From an optimization exercise on the open Yosys and OpenROAD flow, aimed at small area and a short achievable clock period; shortcuts taken in it are not production practice.
RTL that was checked went through simulation tests only; none was proved equivalent to the original.
Only the layout flow was run in runs 2 to 4; the RTL was not checked for function there.
No activity file was given, so power comes from the tool's default toggle rates.

==> flow/flow/run.sh <==
#!/bin/bash
# The standard layout, with the synthesis buffers removed, small port
# buffers, and timing repair after CTS aiming well past the clock period.
set -euo pipefail
bash standard.sh \
  REMOVE_ABC_BUFFERS=1 \
  "BUFFER_PORTS_ARGS=-buffer_cell sky130_fd_sc_hd__buf_1" \
  SETUP_SLACK_MARGIN=14.6 \
  finish > standard.log 2>&1
==> flow/standard.sh <==
#!/bin/bash
# synth_recipe.tcl (not shown) runs the flow's synth.tcl, then flattens the netlist and writes it again
# the make line also repeats each setting of config.mk as NAME=value (left out here)
make -C /OpenROAD-flow-scripts/flow DESIGN_CONFIG=/design/flow/config.mk WORK_HOME=/design/flow/orfs CLKGATE_MAP_FILE= SYNTH_SCRIPT=/design/flow/synth_recipe.tcl "${@:-finish}"
==> flow/config.mk <==
export PLATFORM = sky130hd
export DESIGN_NAME = pwroff_engine
export DESIGN_NICKNAME = pwroff_engine
export VERILOG_FILES = /design/flow/design.v
export SDC_FILE = /design/flow/constraint.sdc
export NUM_CORES = 4
export LEC_CHECK = 0
export CAP_MARGIN = 20
export CORE_MARGIN = 2
export CORE_UTILIZATION = 40
export SLEW_MARGIN = 20
==> flow/constraint.sdc <==
create_clock -name core_clock -period 20.0 [get_ports {clk}]
set_input_delay 4.0000 -clock core_clock [delete_from_list [all_inputs] [get_ports {clk}]]
set_output_delay 4.0000 -clock core_clock [all_outputs]
set_load 0.01 [all_outputs]
==> flow/design.v <==
module pwroff_engine (
    input  wire        clk,
    input  wire        rst_n,         
    input  wire [31:0] base,
    input  wire [31:0] tick_rate,
    input  wire        trig_valid,
    input  wire [7:0]  trig_reason,
    output wire        ret_valid,
    output wire        ret_handled,
    input  wire        ret_ready,
    output wire        bus_valid,
    output wire        bus_write,
    output wire [31:0] bus_addr,
    output wire [7:0]  bus_wdata,
    input  wire        bus_ready,
    input  wire [7:0]  bus_rdata,
    output wire        slp_valid,
    output wire [6:0]  slp_units,
    input  wire        slp_ready,
    output wire        diag_valid,
    output wire [7:0]  diag_code,
    output wire [31:0] diag_data,
    input  wire        diag_ready,
    output wire [31:0] status
);
    localparam [3:0] S_IDLE         = 4'd0;
    localparam [3:0] S_CFG          = 4'd1;
    localparam [3:0] S_TX_POLL      = 4'd2;
    localparam [3:0] S_TX_WRITE     = 4'd3;
    localparam [3:0] S_RX_POLL      = 4'd4;
    localparam [3:0] S_RX_SLEEP     = 4'd5;
    localparam [3:0] S_RX_DATA      = 4'd6;
    localparam [3:0] S_DIAG_SHORT   = 4'd7;
    localparam [3:0] S_SETTLE_FLUSH = 4'd8;
    localparam [3:0] S_DIAG_CSUM    = 4'd9;
    localparam [3:0] S_DIAG_NAK     = 4'd10;
    localparam [3:0] S_POST_OK      = 4'd11;
    localparam [3:0] S_DIAG_EXH     = 4'd12;
    localparam [3:0] S_EXH_SLEEP    = 4'd13;
    localparam [3:0] S_RETURN       = 4'd14;
    localparam [3:0] S_DONE         = 4'd15;
    reg  [3:0]  st;
    reg         vbus, vslp, vdiag, vret;     
    reg         hnd;         
    reg         hs;          
    reg         lsr;         
    reg         flt;         
    reg         cfgd;        
    reg  [1:0]  cmd;
    reg  [1:0]  att;
    reg  [5:0]  res;         
    reg         fm;          
    reg  [5:0]  cnt;         
    reg  [3:0]  k;           
    reg  [7:0]  acc;
    reg  [31:0] R;
    reg  [29:0] A;
    wire s_idle   = (st == S_IDLE);
    wire s_cfg    = (st == S_CFG);
    wire s_txp    = (st == S_TX_POLL);
    wire s_txw    = (st == S_TX_WRITE);
    wire s_rxp    = (st == S_RX_POLL);
    wire s_rxd    = (st == S_RX_DATA);
    wire s_done   = (st == S_DONE);
    wire s_ret    = (st == S_RETURN);
    wire st_bus  = s_cfg || s_txp || s_txw || s_rxp || s_rxd;
    wire st_slp  = (st == S_RX_SLEEP) || (st == S_SETTLE_FLUSH) ||
                   (st == S_POST_OK) || (st == S_EXH_SLEEP);
    wire st_diag = (st == S_DIAG_SHORT) || (st == S_DIAG_CSUM) ||
                   (st == S_DIAG_NAK) || (st == S_DIAG_EXH);
    wire pend = vbus || vslp || vdiag || vret;
    wire fire = (vbus && bus_ready) || (vslp && slp_ready) ||
                (vdiag && diag_ready) || (vret && ret_ready);
    assign bus_valid   = vbus;
    assign slp_valid   = vslp;
    assign diag_valid  = vdiag;
    assign ret_valid   = vret;
    assign ret_handled = hnd;
    assign bus_write = st[0];                        
    assign bus_addr  = {A, 2'b00};
    assign bus_wdata = R[31:24];
    wire   u1   = !st[3];                            
    wire   u10  = st[3] && st[0];                    
    wire   u100 = st[3] && !st[0];                   
    assign slp_units = {u100, u100, 1'b0, u10, u100, u10, u1};
    assign diag_code = {5'd0, st[3] && st[2], st[3] && !st[2], st[1]};
    assign diag_data = R;
    wire [2:0] cfg_j = cnt[2:0] | {3{cfgd}};
    assign status = {flt, 6'd0, flt, 4'b0000, res, 2'b00, att, cmd, 1'b0, cfg_j, st};
    reg [2:0] idx;
    always @(*) begin
        if (s_cfg)
            case (cnt[2:0])
                3'd0: idx = 3'd3;        
                3'd1: idx = 3'd0;        
                3'd2: idx = 3'd1;        
                3'd3: idx = 3'd3;        
                3'd4: idx = 3'd1;        
                3'd5: idx = 3'd2;        
                default: idx = 3'd4;     
            endcase
        else if (s_txp || s_rxp)
            idx = 3'd5;                  
        else
            idx = 3'd0;                  
    end
    wire [3:0]  lo = {1'b0, base[4:2]} + {1'b0, idx};
    wire [26:0] hb = base[31:5];
    reg  [3:0]  pb;              
    always @(posedge clk)
        pb <= {&hb[23:0], &hb[17:0], &hb[11:0], &hb[5:0]};
    wire [26:0] hc;
    genvar n;
    generate
        for (n = 0; n < 27; n = n + 1) begin : g_hc
            localparam integer J = n / 6;        
            localparam integer S = J * 6;        
            wire in_blk, below;
            if (n == S) begin : g_first
                assign in_blk = 1'b1;
            end else begin : g_rest
                assign in_blk = &hb[n-1:S];
            end
            if (J == 0) begin : g_b0
                assign below = 1'b1;
            end else begin : g_bj
                assign below = pb[J-1];
            end
            assign hc[n] = lo[3] && below && in_blk;
        end
    endgenerate
    always @(posedge clk)
        A <= {hb ^ hc, lo[2:0]};
    wire       dividing = s_cfg && fm;
    wire [8:0] sum  = {1'b0, acc} + {1'b0, dividing ? 8'd181 : R[7:0]};   
    wire       ge   = sum[8];                                
    wire       tbit = tick_rate[5'd31 - cnt[4:0]];
    reg [7:0] txb;
    always @(*) begin
        if (fm)
            txb = 8'hFF;
        else
            case ({cmd, cnt[1:0]})
                4'b0000: txb = 8'h01;
                4'b0001: txb = 8'h35;
                4'b0010: txb = 8'h00;
                4'b0011: txb = 8'hCA;
                4'b0100: txb = 8'h00;
                4'b0101: txb = 8'h0C;
                4'b0110: txb = 8'hF4;
                4'b1000: txb = 8'h00;
                4'b1001: txb = 8'h06;
                default: txb = 8'hFA;
            endcase
    end
    reg [7:0] inb;
    always @(*) begin
        case (st)
            S_CFG:
                case (cnt[2:0])
                    3'd0: inb = 8'h83;
                    3'd1, 3'd2: inb = sum[7:0];
                    3'd3: inb = 8'h1B;
                    3'd5: inb = 8'h07;
                    default: inb = 8'h00;
                endcase
            S_TX_WRITE:   inb = txb;
            S_DIAG_SHORT: inb = !(k[1] || k[0]) ? {6'd0, cnt[1:0]} : 8'h00;
            S_DIAG_EXH:   inb = !(k[1] || k[0]) ? {6'd0, cmd} : 8'h00;
            S_DIAG_NAK:   inb = 8'h00;
            default:      inb = R[7:0];
        endcase
    end
    wire [7:0] ack1   = (cmd == 2'd0) ? 8'h35 : ((cmd == 2'd1) ? 8'h0C : 8'h06);
    wire       ack_ok = (R[7:0] == 8'h01) && (R[15:8] == ack1) && (R[23:16] == 8'h00);
    wire [5:0] cnt1   = cnt + 6'd1;
    wire       c39    = cnt[5] && cnt[2] && cnt[1] && cnt[0];     
    wire       c20    = cnt[4] && cnt[2];                         
    wire       clt4   = !(cnt[5] || cnt[4] || cnt[3] || cnt[2]);
    wire       k10    = k[3] && k[1];                             
    wire       last   = fm ? c39 : (cnt[1:0] == ((cmd == 2'd0) ? 2'd3 : 2'd2));
    wire       reason_ok = (trig_reason == 8'h01) || (trig_reason == 8'h02);
    wire       prep = !pend && !hs;
    reg [3:0] st_n;
    reg       go, flt_n, fm_n, cfgd_n, hnd_n, ret_nh;
    reg [1:0] cmd_n, att_n;
    reg [5:0] res_n;
    reg [5:0] cnt_n;
    reg [3:0] k_n;
    reg [7:0] acc_n;
    reg       r_top, r_sh, r_q;    
    reg       done, fail;
    always @(*) begin
        st_n   = st;
        go     = 1'b0;
        ret_nh = 1'b0;
        hnd_n  = hnd;
        flt_n  = flt;
        fm_n   = fm;
        cfgd_n = cfgd;
        cmd_n  = cmd;
        att_n  = att;
        res_n  = res;
        cnt_n  = cnt;
        k_n    = k;
        acc_n  = acc;
        r_top  = 1'b0;
        r_sh   = 1'b0;
        r_q    = 1'b0;
        done   = 1'b0;
        fail   = 1'b0;
        if ((s_idle || s_done) && trig_valid && !flt) begin
            if (!reason_ok) begin
                ret_nh = 1'b1;
                hnd_n  = 1'b0;
            end else if (s_done) begin
                flt_n = 1'b1;
            end else begin
                st_n = S_CFG;
                fm_n = 1'b1;
            end
        end
        if (s_idle)
            cnt_n = 6'd0;
        if (s_idle || (hs && (s_rxp || s_rxd)))
            acc_n = 8'd0;
        if (fire && vret)
            hnd_n = 1'b1;
        if (fire && s_ret)
            st_n = S_DONE;
        if (hs) begin
            case (st)
                S_CFG: begin
                    cnt_n = cnt1;
                    r_sh  = (cnt[2:0] == 3'd1);          
                    if (cnt[2:0] == 3'd6) begin
                        cfgd_n = 1'b1;
                        cmd_n  = 2'd0;
                        att_n  = 2'd1;
                        fm_n   = 1'b0;
                        cnt_n  = 6'd0;
                        st_n   = S_TX_POLL;
                    end
                end
                S_TX_POLL:
                    if (lsr) st_n = S_TX_WRITE;
                S_TX_WRITE: begin
                    cnt_n = cnt1;
                    if (!last) begin
                        st_n = S_TX_POLL;
                    end else if (fm) begin
                        st_n = S_SETTLE_FLUSH;
                    end else begin
                        cnt_n = 6'd0;
                        k_n   = 4'd1;
                        st_n  = S_RX_POLL;
                    end
                end
                S_RX_POLL:
                    if (lsr) st_n = S_RX_DATA;
                    else if (!k10) st_n = S_RX_SLEEP;
                    else done = 1'b1;
                S_RX_SLEEP: begin
                    k_n  = k + 4'd1;
                    st_n = S_RX_POLL;
                end
                S_RX_DATA: begin
                    cnt_n = cnt1;
                    k_n   = 4'd1;
                    st_n  = S_RX_POLL;
                    done  = c39;
                end
                S_DIAG_SHORT: begin
                    fm_n  = 1'b1;
                    cnt_n = 6'd0;
                    st_n  = S_TX_POLL;
                end
                S_SETTLE_FLUSH: begin
                    cnt_n = 6'd0;
                    k_n   = 4'd1;
                    st_n  = S_RX_POLL;
                end
                S_DIAG_CSUM: begin
                    k_n  = 4'd0;
                    st_n = S_DIAG_NAK;
                end
                S_DIAG_NAK:
                    fail = 1'b1;
                S_POST_OK, S_EXH_SLEEP: begin
                    case (cmd)
                        2'd0:    res_n[1:0] = {st[2], !st[2]};
                        2'd1:    res_n[3:2] = {st[2], !st[2]};
                        default: res_n[5:4] = {st[2], !st[2]};
                    endcase
                    if (cmd != 2'd2) begin
                        cmd_n = cmd + 2'd1;
                        att_n = 2'd1;
                        fm_n  = 1'b0;
                        cnt_n = 6'd0;
                        st_n  = S_TX_POLL;
                    end else begin
                        st_n = S_RETURN;
                    end
                end
                S_DIAG_EXH:
                    st_n = S_EXH_SLEEP;
                default: ;
            endcase
            if (done) begin
                k_n = 4'd0;
                if (fm) begin
                    fail = 1'b1;
                end else if (clt4) begin
                    st_n = S_DIAG_SHORT;
                end else begin
                    st_n  = S_DIAG_CSUM;
                end
            end
            if (fail) begin
                if (att != 2'd3) begin
                    att_n = att + 2'd1;
                    fm_n  = 1'b0;
                    cnt_n = 6'd0;
                    st_n  = S_TX_POLL;
                end else begin
                    st_n = S_DIAG_EXH;
                end
            end
        end else if (!pend) begin
            case (st)
                S_IDLE, S_DONE: ;
                S_CFG:
                    if (fm && !c20) begin
                        acc_n = {ge ? sum[6:0] : acc[6:0], tbit};
                        cnt_n = cnt1;
                        r_q   = 1'b1;
                    end else begin
                        if (fm || cnt[0])
                            acc_n = {7'd0, sum[8]};
                        if (fm) begin
                            fm_n  = 1'b0;
                            cnt_n = 6'd0;
                        end else begin
                            r_top = 1'b1;
                            go    = 1'b1;
                        end
                    end
                S_TX_WRITE: begin
                    r_top = 1'b1;
                    go    = 1'b1;
                end
                S_RX_DATA: begin
                    r_sh = clt4;
                    go   = 1'b1;
                end
                S_DIAG_SHORT, S_DIAG_NAK, S_DIAG_EXH: begin
                    r_sh = 1'b1;
                    k_n  = k + 4'd1;
                    go   = k[1] && k[0];             
                end
                S_DIAG_CSUM:
                    if (!k[2]) begin                 
                        r_sh  = 1'b1;
                        acc_n = sum[7:0];
                        k_n   = k + 4'd1;
                    end else if (acc != 8'h00) begin
                        go = 1'b1;
                    end else if (ack_ok) begin
                        st_n = S_POST_OK;
                    end else begin
                        k_n  = 4'd0;
                        st_n = S_DIAG_NAK;
                    end
                default:
                    go = 1'b1;
            endcase
        end
    end
    wire cap = vbus && bus_ready && s_rxd && clt4;
    always @(posedge clk) begin
        if (cap)
            R[31:24] <= bus_rdata;
        else if (r_top || r_sh)
            R[31:24] <= inb;
        if (r_sh)
            R[23:0] <= R[31:8];
        else if (r_q)
            R[15:0] <= {R[14:0], ge};
    end
    always @(posedge clk) begin
        lsr <= s_txp ? bus_rdata[5] : bus_rdata[0];
        fm  <= fm_n;
        k   <= k_n;
        acc <= acc_n;
        if (!rst_n) begin
            st    <= S_IDLE;
            vbus  <= 1'b0;
            vslp  <= 1'b0;
            vdiag <= 1'b0;
            vret  <= 1'b0;
            hnd   <= 1'b1;
            hs    <= 1'b0;
            flt   <= 1'b0;
            cfgd  <= 1'b0;
            cmd   <= 2'd0;
            att   <= 2'd0;
            res   <= 6'd0;
            cnt   <= 6'd0;
        end else begin
            st    <= st_n;
            vbus  <= vbus ? !bus_ready : (go && st_bus);
            vslp  <= vslp ? !slp_ready : (go && st_slp);
            vdiag <= vdiag ? !diag_ready : (go && st_diag);
            vret  <= vret ? !ret_ready : ((go && s_ret) || ret_nh);
            hnd   <= hnd_n;
            hs    <= fire;
            flt   <= flt_n;
            cfgd  <= cfgd_n;
            cmd   <= cmd_n;
            att   <= att_n;
            res   <= res_n;
            cnt   <= cnt_n;
        end
    end
endmodule
==> flow_results.org, run 1 <==
** Logic synthesis
- Dividing the synthesized area by the synthesized cell count gives 8.83 um2.
- Post-Synthesis Cells :: 807
- Proportion of register bits with asynchronous set or reset after synthesis :: 0%
- The cell area that synthesis handed to floorplanning was 0.00712 mm2.
- Number of flops mapped to enable cells by yosys :: 36
- The synthesized design contains 108 register bits.
- For this run, the number of Yosys warnings is 1.
- Dominant synthesized flop cell :: sky130_fd_sc_hd__dfxtp_1
- Of the synthesized area, sequential elements account for 35.4%.
- Count of different cell masters after synthesis :: 84

** Setup path
- Crit. Startpoint :: st[3]
- For this design, the slowest cell found on the critical path is sky130_fd_sc_hd__dfxtp_4.
- Crit path arrival time :: 1.39 ns
- Family with the most delay on the worst path :: buffers and inverters
- Crit path max fanout :: 17
- For the worst setup path, the data required time is 16.00 ns.
- Capturing element type of the critical path :: output port
- WS Path Type :: register to output port
- Walking the worst path, the cells encountered are buf_12 -> clkinvlp_4 -> nor2_2 -> buf_1.
- The largest single stage delay on the critical path is 0.41 ns.
- Worst R2R Start :: st[2]
- Crit path buf inv count :: 3
- Category of the worst setup path launch point :: register

** Global route
- Global routing used 29.9% of the available met1 tracks.
- Wire length of the first global-routing pass :: 31,300 um
- Global routing finished with a remaining overflow of 0.
- For met3 alone, demand over resource in global routing was 3.16%.
- Antenna violations before repair :: 0
- Largest net degree at the start of global routing :: 43
- In the global route stage, overall resource usage came out at 21.6%.
- After global routing, the most crowded layer is met2.
- Via count of the first global-routing pass :: 5,869
- For this run, global-route usage on met2 was measured as 34.2%.

** Routing
- Via count :: 6,584
- In the final routed layout, each cell accounts on average for 17.3 um.
- The count of nets left with antenna violations once routing finished came out at 0.
- Number of violations reported at the end of detailed-routing iteration 0 :: 578
- The first detailed-routing pass ran for 5 iterations.
- After detailed routing, the total wire length is 20,600 um.
- Vias/cell :: 5.53
- Remaining design rule violation count :: 0

** Timing
- The number of failing hold endpoints at the final stage came to 0.
- Slew Limit Headroom :: 27.2%
- Final clock skew :: 0.00874 ns
- The number of pins exceeding their max-slew limit in the final report is 0.
- RSZ-0062 raised after global routing :: yes
- Setup violations remaining at the end of the flow were counted as 0.
- At the pin with the least slew margin, the transition time is 1.09 ns.
- After layout, the worst path uses 26.9% of the clock period.
- The tightest hold path in the finished design has a slack of 0.474 ns.
- For this run, the top clock speed supported by timing is 0.186 GHz.
- Subtracting the final worst setup slack from the clock period gives 5.39 ns.
- Total negative slack for setup checks :: 0 ns

** Power and ir drop
- The clock network burns 39.6% of the power.
- The worst-case IR drop observed on VDD is 0.0000422 V.
- Switch share :: 27.4%
- Leakage power total :: 3.07 nW
- For this design the ratio of total power to cell area is 56.9 mW/mm2.
- Power Internal :: 337 uW
- Net Sw Power :: 127 uW
- Share of total power in sequential cells :: 50.2%
- Part of the power in combinational logic :: 10.2%

** Die
- The die is 137 um wide.
- The die covers 0.0189 mm2.
- Once the floorplan was initialized, standard cells occupied 41.0% of the core.
- In this run the vertical extent of the chip is 137 um.
- The core region is 0.0174 mm2.
- In this run the count of I/O pins placed on the die edge is 212.
- Num rows :: 48

** Clocking
- Clock-pin slew was measured on the worst setup and hold paths at 0.08 ns.
- Counting the buffers created by CTS gives 9.
- Clock tree synthesis selected as its root buffer the cell sky130_fd_sc_hd__clkbuf_16.
- No sink is reached through more buffers than the 2 on the longest clock path.
- Clock tree from TritonCTS :: built
- The clock net in this run drives a total of 108 sinks.
- After clock tree synthesis, the flow added hold-fix buffers numbering 0.
- The H-tree was split into 3 levels.
- The clock reaches the later pin of the worst-skew pair after 0.36 ns.

** Placed design
- Buffers placed on the I/O ports in this run total 188.
- Area of placed instances :: 0.00774 mm2
- The congestion estimate from routability-driven global placement came to 0.876.
- Summed over all nets, the half-perimeter wirelength after detailed placement is 15,500 um.

** Final layout
- The final layout contains 1,077 nets.
- The library cells used most frequently in the layout, excluding fill and tap cells, are sky130_fd_sc_hd__buf_1 (185), sky130_fd_sc_hd__dfxtp_1 (69), sky130_fd_sc_hd__nor2_1 (68).
- In the final layout, the share of cells above drive strength 1 is 7.98%.
- Most common cell after layout, fill and taps aside :: sky130_fd_sc_hd__buf_1
- After routing the design area is 0.00816 mm2.
- From synthesis to final layout, the design area changed by 14.6%.
- Antenna Diode Count :: 0

** Job
- The tool flagged a number of max-cap violations equal to 0.

** Min path
- In this run the worst hold path is classified as register to register.
- The startpoint identified for the worst hold timing path is hnd.

** Run status
- Run status :: complete, no violations
## path summary, 6_finish.rpt
check	end	slack, ns	cells after the start
setup reg to reg	acc[7]	16.10	13
hold reg to reg	hnd	0.47	2
setup / recovery	diag_code[2]	14.61	4
hold / removal	hnd	0.47	2
## cells in the mapped netlist (7+ instances only)
master,number,area share [%]
sky130_fd_sc_hd__nand2_1,55,2.9
sky130_fd_sc_hd__xor2_1,11,1.4
sky130_fd_sc_hd__a21o_1,7,0.74
sky130_fd_sc_hd__inv_1,27,1.4
sky130_fd_sc_hd__a21oi_1,61,4.3
sky130_fd_sc_hd__nor3_1,12,0.84
sky130_fd_sc_hd__a31oi_1,8,0.70
sky130_fd_sc_hd__xnor2_1,21,2.6
sky130_fd_sc_hd__ha_1,28,4.9
sky130_fd_sc_hd__mux2_2,11,1.7
sky130_fd_sc_hd__nor4_1,9,0.79
sky130_fd_sc_hd__and3_1,11,0.97
sky130_fd_sc_hd__o21ai_0,53,3.7
sky130_fd_sc_hd__and2_1,13,1.1
sky130_fd_sc_hd__buf_4,41,4.3
sky130_fd_sc_hd__nor2_1,70,3.7
sky130_fd_sc_hd__mux2i_1,22,3.1
sky130_fd_sc_hd__nand4_1,7,0.61
sky130_fd_sc_hd__nand2b_1,16,1.4
sky130_fd_sc_hd__nand3_1,36,2.5
sky130_fd_sc_hd__buf_2,11,0.77
sky130_fd_sc_hd__a22oi_1,9,0.95
sky130_fd_sc_hd__dfxtp_1,72,20
sky130_fd_sc_hd__clkbuf_1,24,1.3
sky130_fd_sc_hd__nor2b_1,14,1.2
sky130_fd_sc_hd__edfxtp_1,36,15
## power groups by stage
stage | clock [mW] | sequential (mW) | combinational, mW
finish | 0.184 | 0.233 | 0.0474
global route | 0.196 | 0.234 | 0.0518
CTS | 0.187 | 0.233 | 0.0471
detailed placement | 0 | 0.238 | 0.0465
global placement | 0 | 0.238 | 0.0463
floorplan | 0 | 0.244 | 0.0203
## final cells by class
type / count / area, um2
fill: 1738 / 9200
multi-input combinational: 610 / 4070
sequential: 108 / 2530
timing repair buffer: 203 / 863
tap: 225 / 282
clock buffer: 9 / 225
inverter: 28 / 113
clock inverter: 7 / 78.8
## cells by family after synthesis
logic type	after synthesis	share of synthesized area, %
DFF	108	35.4
and+or+nand+nor	281	20.8
muxes	43	7.36
AOI/OAI and AO/OA	203	18.4
xor gates and xnor gates	32	3.93
other	1	0.0526
adders and majority gates	30	5.48
buffers and inverters	109	8.64
## flip-flops by register name, summed over array words and instances, names as in the netlist, 2 cells and up
name and count:
acc 8, k 4, cmd 2, R 32, att 2, res 6
A 30, cnt 6, pb 4, st 4
## per-layer routing
layer / vias to the layer above / wire, um
li1: 3182 / -
met1: 3092 / 9200
met2: 284 / 9730
met3: 26 / 1250
met4: 0 / 461
met5: - / 0
## repair_timing
item | CTS | global route
hold endpoints to repair | 0 | 0
pin swaps | 0 | 1
endpoints found under the setup margin | 11 | 9
setup buffers | 3 | 2
gates resized for setup | 9 | 8
cloned | 1 | 0
## worst min-delay path, delay by kind of cell (launching register included)
kind	cells	cell delay (ns)
AOI/OAI and AO/OA	1	0.06
buffers and inverters	1	0.04
DFF	1	0.32
## per-stage QoR
step | total power [mW] | util [%] | cells | setup slack [ns]
after detailed placement | 0.285 | 44.6 | 1168 | 14.46
final | 0.464 | 47.0 | 1190 | 14.61
after global routing | 0.482 | 47.0 | 1190 | 14.57
after global placement | 0.284 | 44.6 | 1168 | 14.50
after floorplan | 0.264 | - | 746 | 14.27
after CTS | 0.467 | 46.8 | 1188 | 14.54
==> run 2, diff against run 1 <==
--- a/flow/design.v
+++ b/flow/design.v
@@ -104,33 +104,8 @@
         else
             idx = 3'd0;                  
     end
-    wire [3:0]  lo = {1'b0, base[4:2]} + {1'b0, idx};
-    wire [26:0] hb = base[31:5];
-    reg  [3:0]  pb;              
     always @(posedge clk)
-        pb <= {&hb[23:0], &hb[17:0], &hb[11:0], &hb[5:0]};
-    wire [26:0] hc;
-    genvar n;
-    generate
-        for (n = 0; n < 27; n = n + 1) begin : g_hc
-            localparam integer J = n / 6;        
-            localparam integer S = J * 6;        
-            wire in_blk, below;
-            if (n == S) begin : g_first
-                assign in_blk = 1'b1;
-            end else begin : g_rest
-                assign in_blk = &hb[n-1:S];
-            end
-            if (J == 0) begin : g_b0
-                assign below = 1'b1;
-            end else begin : g_bj
-                assign below = pb[J-1];
-            end
-            assign hc[n] = lo[3] && below && in_blk;
-        end
-    endgenerate
-    always @(posedge clk)
-        A <= {hb ^ hc, lo[2:0]};
+        A <= base[31:2] + {27'd0, idx};
     wire       dividing = s_cfg && fm;
     wire [8:0] sum  = {1'b0, acc} + {1'b0, dividing ? 8'd181 : R[7:0]};   
     wire       ge   = sum[8];                                
@@ -220,10 +195,10 @@
                 fm_n = 1'b1;
             end
         end
-        if (s_idle)
+        if (s_idle) begin
             cnt_n = 6'd0;
-        if (s_idle || (hs && (s_rxp || s_rxd)))
             acc_n = 8'd0;
+        end
         if (fire && vret)
             hnd_n = 1'b1;
         if (fire && s_ret)
@@ -313,6 +288,7 @@
                 end else if (clt4) begin
                     st_n = S_DIAG_SHORT;
                 end else begin
+                    acc_n = 8'd0;
                     st_n  = S_DIAG_CSUM;
                 end
             end
@@ -330,20 +306,21 @@
             case (st)
                 S_IDLE, S_DONE: ;
                 S_CFG:
-                    if (fm && !c20) begin
-                        acc_n = {ge ? sum[6:0] : acc[6:0], tbit};
-                        cnt_n = cnt1;
-                        r_q   = 1'b1;
-                    end else begin
-                        if (fm || cnt[0])
-                            acc_n = {7'd0, sum[8]};
-                        if (fm) begin
+                    if (fm) begin
+                        if (!c20) begin
+                            acc_n = {ge ? sum[6:0] : acc[6:0], tbit};
+                            cnt_n = cnt1;
+                            r_q   = 1'b1;
+                        end else begin
+                            acc_n = {7'd0, ge};
                             fm_n  = 1'b0;
                             cnt_n = 6'd0;
-                        end else begin
-                            r_top = 1'b1;
-                            go    = 1'b1;
                         end
+                    end else begin
+                        r_top = 1'b1;
+                        if (cnt[0])
+                            acc_n = {7'd0, sum[8]};      
+                        go = 1'b1;
                     end
                 S_TX_WRITE: begin
                     r_top = 1'b1;
==> run 2 against run 1 <==
  * Still clean on timing, DRC and antenna
  * Sequential power down 2%
  * Sequential cell count down 4
  * Utilization up 0.94 points
  * First-iteration DRC count down 2.2%
  * Sequential share of layout area down 1.5 points
  * Cell count down 1.1%
  * Worst setup slack worse by 0.043 ns
  * Combinational power up 42%
  * Clock power up 4%
==> flow_results.org, run 2 <==
** Setup path
- The data arrival at the endpoint of the critical path was 5.67 ns (+4.28 ns).
- Reg2Reg Capture Point :: acc[1]
- Worst reg-to-reg setup slack :: 16.25 ns (+0.15 ns)
- WS Path Type :: input pin to register
- Data required, critical path :: 20.25 ns (+4.25 ns)
- The startpoint identified for the worst register-to-register timing path is st[1].
- The largest fanout on the critical path is 5 (-12).
- Capturing element type of the critical path :: register
- Cell count of the worst reg-to-reg path :: 11 (-2)
- Category of the worst setup path launch point :: input pin

** Final layout
- The number of flip-flops under the largest register name is 32 (unchanged).
- Leaving out fill and tap cells, the most frequent cell in the layout is sky130_fd_sc_hd__buf_1.
- Final Util :: 48.0% (+0.94 points)
- Ratio of cells with drive above 1 in the final layout :: 11.7% (+3.7 points)
- Fill cell total of the finished layout :: 1,735 (-0.17%)
- Largest register by flop count :: R
- The largest registers in the layout are R (32), A (30), acc (8).
- Antenna Diode Count :: 0 (unchanged)
- Compared with the post-synthesis result, the final layout area differs by 17.1%.
- The top cell types in the final layout, fill and taps aside, are sky130_fd_sc_hd__buf_1 (178), sky130_fd_sc_hd__dfxtp_1 (63), sky130_fd_sc_hd__nand2_1 (59).
- The final net count is 1,058 (-1.8%).
- Design Area, Final :: 0.00830 mm2 (+1.7%)
- Final non-filler cell total :: 1,177 (-1.1%)

** Routing
- The average wire per standard cell is 18.4 um (+6.3%).
- The number of vias after detailed routing was 6,726 (+2.2%).
- Vias/cell :: 5.71 (+3.3%)
- The number of DRC markers after the initial detailed-route iteration came to 565 (-2.2%).
- Remaining design rule violation count :: 0 (unchanged)
- Routed WL :: 21,700 um (+5.1%)
- The number of search-and-repair iterations in the first detailed-routing pass is 5 (unchanged).
- The residual antenna-violating net count after detailed routing came to 0 (unchanged).

** Timing
- Final hold slack :: 0.483 ns (+0.00955 ns)
- Smallest setup slack after layout :: 14.57 ns (-0.0435 ns)
- Max-slew violation count :: 0 (unchanged)
- Final setup violation count :: 0 (unchanged)
- The worst clock skew on the final layout came to 0.0111 ns (+0.00237 ns).
- The post-route minimum period is 5.43 ns (+0.0435 ns).
- Hold violation total from the final report :: 0 (unchanged)
- The maximum clock frequency came to 0.184 GHz (-0.80%).
- The relative max-transition margin was 39.1% (+12 points).
- The sum of negative setup slack is 0 ns (unchanged).
- RSZ-0062 raised after global routing :: yes
- The actual slew at the worst max-slew pin is 0.910 ns (-0.180 ns).
- Share of the clock period used by the worst path after layout :: 27.1% (+0.22 points)

** Global route
- Sum of overflow across all layers after global routing :: 0 (unchanged)
- Antenna violations before repair :: 0 (unchanged)
- Largest net degree at the start of global routing :: 43 (unchanged)
- Wire length of the first global-routing pass :: 32,600 um (+4.0%)
- The combined global-route utilization of all metal layers came to 22.3% (+0.73 points).
- The number of global-route vias before repair was 5,943 (+1.3%).

** Die
- The starting utilization of the core area came to 40.9% (-0.096 points).
- Num rows :: 48 (unchanged)
- The number of I/O pins is 212 (unchanged).
- DIE WIDTH :: 137 um (-0.28%)
- The floorplan die area was 0.0188 mm2 (-0.56%).
- Die Y-Extent :: 137 um (-0.28%)
- The floorplan core area came to 0.0173 mm2 (-0.35%).

** Placed design
- The HPWL after detailed placement is 15,700 um (+1.3%).
- Buffers on Ports :: 180 (-4.3%)
- Area of placed instances :: 0.00770 mm2 (-0.53%)
- Pre-CTS setup slack :: 13.75 ns (-0.709 ns)
- Placed insts :: 1,151 (-1.5%)
- The global placer's final weighted congestion came to 0.874 (-0.23%).

** Logic synthesis
- The total of flip-flops plus latches after synthesis is 104 (-3.7%).
- Ranked by total cell area, the synthesized netlist is headed by sky130_fd_sc_hd__dfxtp_1 (19%), sky130_fd_sc_hd__edfxtp_1 (15%), sky130_fd_sc_hd__buf_4 (4.2%), sky130_fd_sc_hd__ha_1 (3.9%), sky130_fd_sc_hd__nand2_1 (3.2%).
- The mapped cell area came to 0.00708 mm2 (-0.58%).
- Share of the synthesized area in the top cell type :: 19.2% (-1.0 points)
- The count of yosys warnings during synthesis was 1 (unchanged).
- The instance count of the mapped netlist came to 797 (-1.2%).
- Dominant cell type by area after synthesis :: sky130_fd_sc_hd__dfxtp_1
- Proportion of register bits with asynchronous set or reset after synthesis :: 0% (unchanged)
- The average footprint of a synthesized cell came to 8.89 um2 (+0.67%).
- The number of distinct library cells after synthesis came to 86 (+2.4%).
- Yosys instantiated no cell more often than sky130_fd_sc_hd__dfxtp_1.
- The most used flip-flop cell after synthesis is sky130_fd_sc_hd__dfxtp_1.
- Number of flops mapped to enable cells by yosys :: 36 (unchanged)
- Post-synthesis sequential area ratio :: 34.5% (-0.92 points)
- In the synthesized netlist, the cells that appear most often are sky130_fd_sc_hd__dfxtp_1 (68), sky130_fd_sc_hd__nand2_1 (60), sky130_fd_sc_hd__nor2_1 (49), sky130_fd_sc_hd__a21oi_1 (42), sky130_fd_sc_hd__buf_4 (40).

** Clocking
- TritonCTS buffer count :: 9 (unchanged)
- Clock tree synthesis selected as its root buffer the cell sky130_fd_sc_hd__clkbuf_16.
- The clock edge transition at the registers on the reported setup and hold paths was 0.08 ns (about the same).
- The clock net sink count is 104 (-3.7%).
- The maximum clock insertion buffer count is 2 (unchanged).
- TritonCTS built the clock tree.
- Clk Latency, worst-skew pair :: 0.36 ns (about the same)
- Number of H-tree levels :: 3 (unchanged)

** Power and ir drop
- Ratio of total power to cell area :: 58.8 mW/mm2 (+3.4%)
- The worst vdd rail ir drop came to 0.0000462 V (+9.7%).
- Leakage power total :: 3.05 nW (-0.69%)
- Overall Power :: 488 uW (+5.2%)

** Min path
- In this run the worst hold path is classified as register to register.
- The worst hold path cell count came to 2 (unchanged).
- For hold timing, the worst endpoint is att[1].
- The startpoint identified for the worst hold timing path is att[1].

** Run status
- The flow ran to the end and the layout has no timing, DRC or antenna violations.

** Job
- The max-capacitance violation count came to 0 (unchanged).
run 2: layout make-up:
class / count / area (um2) / share of cell area, %
multi-input cells: 598 / 4180 / 50.4
flip-flops and latches: 104 / 2450 / 29.6
repair buffers: 200 / 922 / 11.1
clock buffers: 12 / 289 / 3.48
well taps: 225 / 282 / 3.39
inverters: 34 / 133 / 1.60
clock inverters: 4 / 35.0 / 0.422
run 2: how the worst max path moves through the flow:
| stage | endpoint | cells past startpoint | slack (ns) | from |
|---|---|---|---|---|
| 6_report | A[26] | 10 | 14.57 | base[2] |
| 5_1_grt | A[26] | 10 | 14.49 | base[2] |
| 4_1_cts | A[26] | 10 | 14.54 | base[2] |
| 3_5_place_dp | A[22] | 10 | 13.75 | base[2] |
| 3_3_place_gp | A[26] | 10 | 13.77 | base[2] |
| 2_1_floorplan | A[22] | 9 | 14.15 | base[2] |
run 2: where the power goes:
part	internal, mW	switching (mW)
Combinational	0.0244	0.0427
Sequential	0.224	0.00422
Clock	0.105	0.0873
Total	0.354	0.134
run 2: repair_timing:
action                     4_1_cts  5_1_grt
pin swaps                        5        2
gates cloned                     0        3
hold endpoints to repair         0        0
hold buffers                     0        0
gates resized for setup         30       12
buffers inserted                 2        5
setup endpoints to repair       22       23
run 2: per-layer routing:
metal / wire (um) / GRT usage (%) / part of all wire [%] / vias to the layer above
met5: 0 / 0 / 0 / -
met3: 1790 / 4.70 / 8.2 / 43
li1: - / - / - / 3189
met2: 10200 / 35.5 / 47 / 329
met4: 468 / 6.19 / 2.2 / 0
met1: 9290 / 30.6 / 43 / 3165
run 2: cells by family (layout without fill, tap and decap cells):
| logic type | after synthesis | in the layout | share of synthesized area (%) |
|---|---|---|---|
| compound gates | 205 | 205 | 19.9 |
| mux | 32 | 32 | 6.10 |
| xor+xnor | 38 | 38 | 4.70 |
| flops | 104 | 104 | 34.5 |
| fa+ha+maj | 26 | 26 | 4.73 |
| other cells | 1 | 21 | 0.0530 |
| simple gates | 276 | 276 | 21.3 |
| buf+inv | 115 | 250 | 8.78 |
run 2: worst max-delay path, stage by stage:
cell and delay [ns]:
sky130_fd_sc_hd__buf_1 0.09, sky130_fd_sc_hd__ha_2 0.19, sky130_fd_sc_hd__inv_2 0.04, sky130_fd_sc_hd__fa_2 0.36, sky130_fd_sc_hd__nor2b_4 0.13, sky130_fd_sc_hd__o2111ai_2 0.15
sky130_fd_sc_hd__or2_4 0.28, sky130_fd_sc_hd__nor2_4 0.17, sky130_fd_sc_hd__nand3_1 0.11, sky130_fd_sc_hd__xnor2_1 0.14
==> run 3, diff against run 2 <==
--- a/flow/flow/run.sh
+++ b/flow/flow/run.sh
@@ -5,5 +5,5 @@
 bash standard.sh \
   REMOVE_ABC_BUFFERS=1 \
   "BUFFER_PORTS_ARGS=-buffer_cell sky130_fd_sc_hd__buf_1" \
-  SETUP_SLACK_MARGIN=14.6 \
+  SETUP_SLACK_MARGIN=14.3 \
   finish > standard.log 2>&1
==> run 3 against run 2 <==
  * Non-clock buffer count down 10
  * Clock skew up 0.00070 ns
  * Critical endpoint is now slp_units[0]
  * Sequential power barely moved
  * Still clean on timing, DRC and antenna
  * Worst setup slack worse by 0.17 ns
  * Synthesized area unchanged
  * Die area unchanged
  * Count of clock-buffer cells in the layout unchanged
  * Sequential cell count is the same
  * Cell count decreased by 0.85%
  * Via count fell by 1.9%
  * Clock power about the same
==> flow_results.org, run 3 <==
** Global route
- The global route total overflow came to 0 (unchanged).
- Via count of the first global-routing pass :: 5,895 (-0.81%)
- Largest net degree at the start of global routing :: 43 (unchanged)
- Antenna violations before repair :: 0 (unchanged)
- Wire length of the first global-routing pass :: 32,400 um (-0.45%)
- The combined global-route utilization of all metal layers was 22.2% (-0.10 points).

** Clocking
- Number of clock sinks seen by CTS :: 104 (unchanged)
- Maximum number of buffers from clock root to sink :: 2 (unchanged)
- Clock transition time at the flip-flop clock pins of the worst setup and hold paths :: 0.08 ns (about the same)
- Clock tree from TritonCTS :: built
- Number of H-tree levels :: 3 (unchanged)
- TritonCTS buffer count :: 9 (unchanged)
- The cell sitting at the root of the clock tree is a sky130_fd_sc_hd__clkbuf_16.
- The clock latency of the later-clocked register in the worst-skew pair was 0.36 ns (about the same).
- Hold bufs inserted after CTS :: 0 (unchanged)

** Timing
- RSZ-0062 raised after global routing :: no
- The post-route minimum period came to 5.60 ns (+0.170 ns).
- Max-slew violation count :: 0 (unchanged)
- Total negative slack for setup checks :: 0 ns (unchanged)
- Highest clock rate :: 0.179 GHz (-3.0%)
- The number of failing hold endpoints at the final stage came to 0 (unchanged).
- Smallest setup slack after layout :: 14.40 ns (-0.170 ns)
- The worst hold slack across all endpoints is 0.479 ns (-0.00446 ns).
- The worst clock skew on the final layout is 0.0118 ns (+0.000700 ns).
- The actual slew at the worst max-slew pin was 0.847 ns (-0.0628 ns).
- The part of the cycle the worst path needs was 28.0% (+0.85 points).
- The count of final setup violators was 0 (unchanged).
- Slew Limit Headroom :: 43.3% (+4.2 points)

** Logic synthesis
- XOR/XNOR share of the synthesized area :: 4.70% (unchanged)
- Proportion of register bits with asynchronous set or reset after synthesis :: 0% (unchanged)
- The total of flip-flops plus latches after synthesis is 104 (unchanged).
- Dominant synthesized flop cell :: sky130_fd_sc_hd__dfxtp_1
- The most common cell in the synthesized netlist is sky130_fd_sc_hd__dfxtp_1.
- The average footprint of a synthesized cell was 8.89 um2 (unchanged).
- Yosys Warn Count :: 1 (unchanged)
- The fraction of synthesized cell area taken by the top area cell type was 19.2% (unchanged).
- Complex-gate fraction of the synthesized area :: 19.9% (unchanged)
- Post-Synthesis Cells :: 797 (unchanged)
- Simple-gate share of the synthesized area :: 21.3% (unchanged)
- By area, the combinational part of the netlist is dominated by simple AND/OR/NAND/NOR gates.
- After synthesis, the cell types taking the most area are sky130_fd_sc_hd__dfxtp_1 (19%), sky130_fd_sc_hd__edfxtp_1 (15%), sky130_fd_sc_hd__buf_4 (4.2%), sky130_fd_sc_hd__ha_1 (3.9%), sky130_fd_sc_hd__nand2_1 (3.2%).
- The post-synthesis adder-cell area fraction is 4.73% (unchanged).
- The mapped cell area came to 0.00708 mm2 (unchanged).
- Dominant cell type by area after synthesis :: sky130_fd_sc_hd__dfxtp_1
- Mux cell area share after synthesis :: 6.10% (unchanged)
- The sequential area share after synthesis was 34.5% (unchanged).
- After synthesis, the most frequently instantiated cells are sky130_fd_sc_hd__dfxtp_1 (68), sky130_fd_sc_hd__nand2_1 (60), sky130_fd_sc_hd__nor2_1 (49), sky130_fd_sc_hd__a21oi_1 (42), sky130_fd_sc_hd__buf_4 (40).
- Number of flops mapped to enable cells by yosys :: 36 (unchanged)
- Count of different cell masters after synthesis :: 86 (unchanged)

** Setup path
- WS Path Type :: register to output port
- Critical path destination :: slp_units[0]
- Crit path max fanout :: 33 (+28)
- Crit. Startpoint :: st[3]
- The length in cells of the worst reg-to-reg path is 11 (unchanged).
- Capturing element type of the critical path :: output port
- The worst endpoint required time was 16.00 ns (-4.25 ns).
- The worst register-to-register path begins at st[0].
- The worst register-to-register path ends at acc[1].
- Worst reg-to-reg setup slack :: 16.25 ns (about the same)
- Category of the worst setup path launch point :: register
- The data arrival at the endpoint of the critical path was 1.60 ns (-4.07 ns).

** Power and ir drop
- The leakage power total was 2.95 nW (-3.2%).
- The combinational share of power was 13.3% (-0.5 points).
- The internal power was 353 uW (-0.31%).
- Ratio of total power to cell area :: 60.3 mW/mm2 (+2.5%)
- Net Sw Power :: 134 uW (-0.13%)
- The fraction of power consumed by the clock network is 39.8% (+0.4 points).
- Share of total power in sequential cells :: 47.0% (+0.2 points)
- Switch share :: 27.5% (+0.036 points)
- IR Drop Worst-Case VDD :: 0.0000464 V (+0.44%)

** Placed design
- The global placer's final weighted congestion was 0.874 (unchanged).
- The HPWL after detailed placement came to 15,700 um (unchanged).
- The post-placement setup slack is 13.75 ns (unchanged).
- Buffers on Ports :: 180 (unchanged)
- The placed standard-cell area was 0.00770 mm2 (unchanged).

** Routing
- First-pass DRT Iterations :: 5 (unchanged)
- The number of vias after detailed routing was 6,600 (-1.9%).
- The average wire per standard cell was 18.0 um (-2.2%).
- The number of DRC markers after the initial detailed-route iteration came to 492 (-13%).
- Vias/cell :: 5.66 (-1.0%)
- Routed WL :: 21,100 um (-3.0%)
- Remaining design rule violation count :: 0 (unchanged)
- Remaining number of nets flagged by the antenna check after routing :: 0 (unchanged)

** Die
- The die width came to 137 um (unchanged).
- The number of I/O pins is 212 (unchanged).
- Total die area :: 0.0188 mm2 (unchanged)
- Die Y-Extent :: 137 um (unchanged)
- Num rows :: 48 (unchanged)
- Effective utilization at floorplan :: 40.9% (unchanged)
- The floorplan core area is 0.0173 mm2 (unchanged).

** Final layout
- Fill cell total of the finished layout :: 1,757 (+1.3%)
- The sequential cell area is 0.00244 mm2 (-0.41%).
- Largest register by flop count :: R
- Synth-to-layout area growth :: 14.0%
- Max FFs per register :: 32 (unchanged)
- Most common cell after layout, fill and taps aside :: sky130_fd_sc_hd__buf_1
- The fraction of layout cells with a size suffix above 1 came to 9.02% (-2.6 points).
- Nets@finish :: 1,048 (-0.95%)
- Design Area, Final :: 0.00807 mm2 (-2.7%)
- Area occupied by multi-input gates :: 0.00414 mm2 (-1.1%)
- Antenna Diode Count :: 0 (unchanged)
- The top cell types in the final layout, fill and taps aside, are sky130_fd_sc_hd__buf_1 (180), sky130_fd_sc_hd__dfxtp_1 (67), sky130_fd_sc_hd__nand2_1 (60).
- Largest registers in the final layout :: R (32), A (30), acc (8)

** Job
- The max-capacitance violation count came to 0 (unchanged).

** Run status
- Run status :: complete, no violations

** Min path
- Path class of the lowest-slack min-delay path :: register to register
-- run 3: cell counts after synthesis --
Identical to the previous run, type by type.
-- run 3: what timing repair did --
action	in CTS	in global routing
setup endpoints to repair	8	18
setup buffers	0	0
resized for setup	3	9
cloned	0	0
-- run 3: per-stage QoR --
stage / instances / power (mW) / util, %
6_report: 1167 / 0.487 / 46.7
5_1_grt: 1167 / 0.504 / 46.7
4_1_cts: 1167 / 0.489 / 46.5
3_5_place_dp: 1151 / 0.297 / 44.5
3_3_place_gp: 1151 / 0.296 / 44.5
2_1_floorplan: 736 / 0.271 / -
-- run 3: power groups by stage --
stage	clock, mW	sequential [mW]	combinational, mW
final	0.193	0.229	0.0647
after global routing	0.204	0.229	0.0710
after CTS	0.197	0.228	0.0636
after detailed placement	0	0.233	0.0632
after global placement	0	0.233	0.0630
after floorplan	0	0.238	0.0328
-- run 3: cell families (layout without fill, tap and decap cells) --
family / after synthesis / after routing
other cells: 1 / 21
flops: 104 / 104
buf+inv: 115 / 240
mux: 32 / 32
xor+xnor: 38 / 38
simple gates: 276 / 276
compound gates: 205 / 205
fa+ha+maj: 26 / 26
-- run 3: cell type report --
cell class,instances,share of cell area (%)
clock inverters,4,0.434
clock buffers,12,3.58
inverters,34,1.63
flip-flops and latches,104,30.3
well taps,225,3.49
repair buffers,190,9.39
multi-input cells,598,51.2
-- run 3: worst min path at each step --
stage / start / end / slack, ns / cells past startpoint
CTS: res[5] / res[5] / 0.49 / 2
detailed placement: res[5] / res[5] / 0.47 / 2
global route: R[28] / R[20] / 0.50 / 0
finish: res[5] / res[5] / 0.48 / 2
global placement: res[5] / res[5] / 0.46 / 2
floorplan: acc[7] / acc[7] / 0.46 / 2
-- run 3: critical path, stage by stage (launching register included) --
cell,delay [ns]
sky130_fd_sc_hd__dfxtp_1,0.31
sky130_fd_sc_hd__buf_4,0.35
sky130_fd_sc_hd__clkinvlp_4,0.35
sky130_fd_sc_hd__buf_1,0.21
-- run 3: metal layers --
metal	GRT usage, %	part of all wire, %	wire length (um)	up-vias
met5	0	0	0	-
met4	6.01	1.8	370	0
met3	4.74	7.3	1550	32
met2	35.3	47	9840	317
met1	30.5	44	9300	3079
li1	-	-	-	3172
==> run 4, diff against run 3 <==
==> flow/flow/run.sh (replaced) <==
#!/bin/bash
# The standard layout (standard.sh) with:
#  - the standard synthesis script, its ABC step given an area script;
#  - the synthesis buffers removed at floorplan;
#  - small port buffers;
#  - timing repair after CTS aiming past the clock period (setup margin).
set -euo pipefail
W=$PWD
{ head -n 1 synth_recipe.tcl; cat flow/abc_override.tcl; tail -n +2 synth_recipe.tcl; } > synth_area.tcl
export AREA_ABC_SCRIPT=$W/flow/area.abc
bash standard.sh \
  SYNTH_SCRIPT=$W/synth_area.tcl \
  REMOVE_ABC_BUFFERS=1 \
  "BUFFER_PORTS_ARGS=-buffer_cell sky130_fd_sc_hd__buf_1" \
  SETUP_SLACK_MARGIN=14.5 \
  finish > standard.log 2>&1
==> flow/flow/abc_override.tcl (new file) <==
# Map the logic with an area-oriented ABC script (flow/area.abc) in place of
# the speed script; every other argument (liberty, dont_use cells, delay
# target) is kept. The flip-flops are mapped before ABC runs, so they are the
# standard synthesis's.
proc abc {args} {
  set i [lsearch -exact $args -script]
  if { $i >= 0 } {
    set args [lreplace $args $i [expr {$i + 1}] -script $::env(AREA_ABC_SCRIPT)]
  }
  yosys abc {*}$args
}
==> flow/flow/area.abc (new file) <==
&get -n
&st
&dch
&nf -R 1000
&put
==> run 4 against run 3 <==
  * Utilization increased by 3.7 points
  * Die area decreased by 10%
  * Cell count increased by 0.34%
  * Global-route usage increased by 1.1 points
  * Critical path depth increased by 18
  * Sequential cell count unchanged
  * Fmax decreased by 9.5%
  * Register-to-register slack got worse by 1.2 ns
  * Sequential power about the same
  * Routed wire length decreased by 5.1%
==> flow_results.org, run 4 <==
** Final layout
- Most common cell after layout, fill and taps aside :: sky130_fd_sc_hd__buf_1
- The largest registers in the layout are R (32), A (30), acc (8).
- The finished layout cell area is 0.00792 mm2 (-1.9%).
- The top cell types in the final layout, fill and taps aside, are sky130_fd_sc_hd__buf_1 (180), sky130_fd_sc_hd__nand2_1 (90), sky130_fd_sc_hd__nor2_1 (70).
- Synth-to-layout area growth :: 24.8%
- The number of antenna diodes came to 0 (unchanged).
- Largest register by flop count :: R
- The fraction of layout cells with a size suffix above 1 was 10.4% (+1.3 points).
- The fill cell total of the finished layout is 1,533 (-13%).
- The number of flip-flops under the largest register name was 32 (unchanged).
- Nets@finish :: 1,061 (+1.2%)

** Placed design
- The placed standard-cell area was 0.00713 mm2 (-7.4%).
- Routability-driven placement congestion ratio :: 0.893 (+2.2%)
- The total of buffers placed on input and output ports was 180 (unchanged).
- Half-perimeter wire length of the detailed placement result :: 14,300 um (-8.7%)

** Power and ir drop
- The switching power is 112 uW (-17%).
- The internal power came to 326 uW (-7.5%).
- The worst vdd rail ir drop is 0.0000502 V (+8.1%).
- Leakage power total :: 2.88 nW (-2.3%)
- Proportion of power drawn by the clock network :: 39.5% (-0.3 points)
- Switch share :: 25.5% (-2.0 points)
- Share of total power in sequential cells :: 51.7% (+4.7 points)
- Part of the power in combinational logic :: 8.8% (-4.5 points)
- Ratio of total power to cell area :: 55.3 mW/mm2 (-8.3%)

** Die
- Num rows :: 46 (-4.2%)
- The floorplan core area came to 0.0157 mm2 (-9.2%).
- The die boundary height came to 130 um (-5.2%).
- The starting utilization of the core area is 40.4% (-0.54 points).
- DIE WIDTH :: 130 um (-5.2%)
- The floorplan die area came to 0.0169 mm2 (-10%).
- I/O pin count :: 212 (unchanged)

** Global route
- Sum of overflow across all layers after global routing :: 0 (unchanged)
- Antenna violations before repair :: 0 (unchanged)
- The combined global-route utilization of all metal layers is 23.3% (+1.1 points).
- The number of global-route vias before repair came to 5,838 (-0.97%).
- Wire length of the first global-routing pass :: 30,600 um (-5.5%)
- The pin count of the biggest net entering global routing came to 38 (-12%).

** Timing
- Share of the clock period used by the worst path after layout :: 30.9% (+2.9 points)
- The count of final setup violators came to 0 (unchanged).
- The worst clock skew on the final layout is 0.00602 ns (-0.00579 ns).
- The worst hold slack across all endpoints was 0.443 ns (-0.0363 ns).
- The maximum clock frequency is 0.162 GHz (-9.5%).
- The actual slew at the worst max-slew pin came to 1.11 ns (+0.265 ns).
- Total negative slack for setup checks :: 0 ns (unchanged)
- The post-route minimum period came to 6.18 ns (+0.584 ns).
- The number of pins exceeding their max-slew limit in the final report is 0 (unchanged).
- Hold violation total from the final report :: 0 (unchanged)
- RSZ-0062 raised after global routing :: yes
- Slew Limit Headroom :: 25.3% (-18 points)

** Clocking
- Clock transition time at the flip-flop clock pins of the worst setup and hold paths :: 0.07 ns (about the same)
- Hold bufs inserted after CTS :: 0 (unchanged)
- The H-tree depth is 3 (unchanged).
- Clock tree from TritonCTS :: built
- TritonCTS buffer count :: 9 (unchanged)
- Maximum number of buffers from clock root to sink :: 2 (unchanged)
- The clock latency of the later-clocked register in the worst-skew pair was 0.36 ns (about the same).
- Root buffer cell :: sky130_fd_sc_hd__clkbuf_16
- Number of clock sinks seen by CTS :: 104 (unchanged)

** Logic synthesis
- The sequential area share after synthesis is 38.5% (+4.0 points).
- The fraction of synthesized cell area taken by the top area cell type came to 21.4% (+2.2 points).
- Most area-consuming cells after synthesis :: sky130_fd_sc_hd__dfxtp_1 (21%), sky130_fd_sc_hd__edfxtp_1 (17%), sky130_fd_sc_hd__nand2_1 (5.3%), sky130_fd_sc_hd__a21oi_1 (5.1%), sky130_fd_sc_hd__o21ai_0 (4.7%)
- Dominant synthesized flop cell :: sky130_fd_sc_hd__dfxtp_1
- The total of flip-flops plus latches after synthesis was 104 (unchanged).
- Number of flops mapped to enable cells by yosys :: 36 (unchanged)
- Cell area after technology mapping :: 0.00635 mm2 (-10%)
- The average footprint of a synthesized cell came to 8.66 um2 (-2.5%).
- Most repeated cell in the gate-level netlist after synthesis :: sky130_fd_sc_hd__nand2_1
- The instance count of the mapped netlist is 733 (-8.0%).
- Proportion of register bits with asynchronous set or reset after synthesis :: 0% (unchanged)
- The count of yosys warnings during synthesis came to 1 (unchanged).
- Synth cell count leaders :: sky130_fd_sc_hd__nand2_1 (90), sky130_fd_sc_hd__nor2_1 (77), sky130_fd_sc_hd__dfxtp_1 (68), sky130_fd_sc_hd__a21oi_1 (65), sky130_fd_sc_hd__o21ai_0 (59)
- Summed over all instances, the cell type with the most area after synthesis is sky130_fd_sc_hd__dfxtp_1.
- The number of distinct library cells after synthesis is 63 (-27%).

** Setup path
- The worst endpoint required time was 20.25 ns (+4.25 ns).
- The worst setup path is launched from an input pin.
- By startpoint and endpoint, the worst setup path is classified as input pin to register.
- Capturing element type of the critical path :: register
- The largest fanout on the critical path was 2 (-94%).
- Crit path arrival time :: 6.43 ns (+4.83 ns)

** Job
- The max-capacitance violation count was 0 (unchanged).

** Routing
- The number of DRC markers after the initial detailed-route iteration was 499 (+1.4%).
- Remaining number of nets flagged by the antenna check after routing :: 0 (unchanged)
- The average wire per standard cell is 17.1 um (-5.4%).
- Remaining design rule violation count :: 0 (unchanged)
- First-pass DRT Iterations :: 5 (unchanged)
- The number of vias after detailed routing was 6,451 (-2.3%).
- The detail-routed via count per cell is 5.51 (-2.6%).
- The total wirelength of the detailed-routed design came to 20,000 um (-5.1%).

** Min path
- The tightest min-delay check is of the register to register type.

** Run status
- The flow ran to the end and the layout has no timing, DRC or antenna violations.
[run 4: repair_timing]
action	CTS	global route
hold endpoints to repair	0	0
setup buffers	29	10
pin swaps	9	7
setup endpoints to repair	28	25
gates resized for setup	33	27
[run 4: final cells by class]
type                       instances  area, um2  share of cell area, %
clock inverter                     4       35.0                  0.442
sequential                       104       2450                   31.0
multi-input combinational        586       3760                   47.4
timing repair buffer             225       1070                   13.5
tap                              216        270                   3.41
clock buffer                      12        246                   3.11
inverter                          24       95.1                   1.20
[run 4: through the flow]
step	setup slack [ns]	total power, mW	instances	utilization (%)
after detailed placement	12.93	0.268	1116	45.4
after global routing	13.72	0.454	1171	50.4
final	13.82	0.438	1171	50.4
after CTS	13.80	0.441	1161	49.2
after global placement	12.92	0.267	1116	45.4
after floorplan	13.33	0.250	714	-
[run 4: kinds of logic (layout without fill, tap and decap cells)]
group / after synthesis / count (layout) / synth area share, %
XOR/XNOR: 38 / 38 / 5.24
AND/OR/NAND/NOR: 277 / 277 / 20.3
buffers and inverters: 63 / 265 / 6.03
flip-flops: 104 / 104 / 38.5
adder cells (fa/ha/maj): 24 / 24 / 4.97
multiplexers: 23 / 23 / 5.12
AO/OA/AOI/OAI: 203 / 203 / 19.8
other: 1 / 21 / 0.0591
[run 4: worst paths after layout]
check | from | to | slack, ns | cells after the start
worst min register to register | res[5] | res[5] | 0.44 | 2
worst max-delay path | base[2] | A[10] | 13.82 | 21
worst min-delay path | res[5] | res[5] | 0.44 | 2
worst max register to register | st[0] | acc[5] | 15.05 | 19
[run 4: critical path, cell delays in order]
cell	delay, ns
sky130_fd_sc_hd__buf_1	0.08
sky130_fd_sc_hd__ha_2	0.19
sky130_fd_sc_hd__clkinv_2	0.05
sky130_fd_sc_hd__fa_2	0.22
sky130_fd_sc_hd__nor2b_4	0.05
sky130_fd_sc_hd__o21ai_2	0.16
sky130_fd_sc_hd__nor2_2	0.07
sky130_fd_sc_hd__nand3_2	0.10
sky130_fd_sc_hd__nor2_4	0.04
sky130_fd_sc_hd__buf_4	0.13
sky130_fd_sc_hd__buf_4	0.12
sky130_fd_sc_hd__buf_4	0.12
sky130_fd_sc_hd__buf_4	0.12
sky130_fd_sc_hd__buf_4	0.12
sky130_fd_sc_hd__buf_4	0.12
sky130_fd_sc_hd__buf_4	0.12
sky130_fd_sc_hd__buf_4	0.12
sky130_fd_sc_hd__buf_4	0.12
sky130_fd_sc_hd__buf_4	0.13
sky130_fd_sc_hd__buf_4	0.13
sky130_fd_sc_hd__xor2_1	0.14
[run 4: power by group through the flow]
stage	Combinational, mW	Sequential (mW)	Clock [mW]
floorplan	0.0167	0.233	0
global placement	0.0361	0.231	0
detailed placement	0.0361	0.231	0
CTS	0.0372	0.226	0.178
global route	0.0427	0.227	0.184
finish	0.0387	0.226	0.173
[run 4: metal layers]
layer | up-vias | global-route usage (%) | wire, um
li1 | 3068 | - | -
met1 | 3045 | 31.8 | 8800
met2 | 310 | 37.9 | 9370
met3 | 28 | 5.08 | 1480
met4 | 0 | 5.31 | 330
met5 | - | 0 | 0

[afterwards: timing with drivers on the ports]
The flow's constraints put no driver on any port. The routed layouts listed below were extracted and timed again, unchanged, in two steps. Step 1 sets driving cells, clkbuf_16 on the clock port and buf_2 on the other inputs (assumed; they add their load-dependent delay and slew). Step 2 moves the port delays by t, midway between the first and last clock arrival at a register: inputs arrive t later, outputs are due t later. That takes back most of the time a late clock gives input paths. a / b / c = ideal / step 1 / step 2; a / b = the first two.
run	t (ns)	setup WS [ns]	hold WS [ns]	worst setup path after step 2	worst data-port slew with drivers (ns)
run 1	0.404	14.615 / 14.572 / 14.456	0.474 / 0.474 / 0.474	input to register	0.05
run 2	0.400	14.571 / 14.590 / 14.190	0.483 / 0.483 / 0.483	input to register	0.05
run 3	0.404	14.402 / 14.355 / 14.097	0.479 / 0.479 / 0.479	input to register	0.05
run 4	0.397	13.817 / 13.820 / 13.423	0.443 / 0.443 / 0.443	input to register	0.05
After both steps setup and hold are still met in every run listed. For run 4, which loses most, drivers alone change the setup slack by +0.003 ns; drivers and shift together by -0.394 ns.
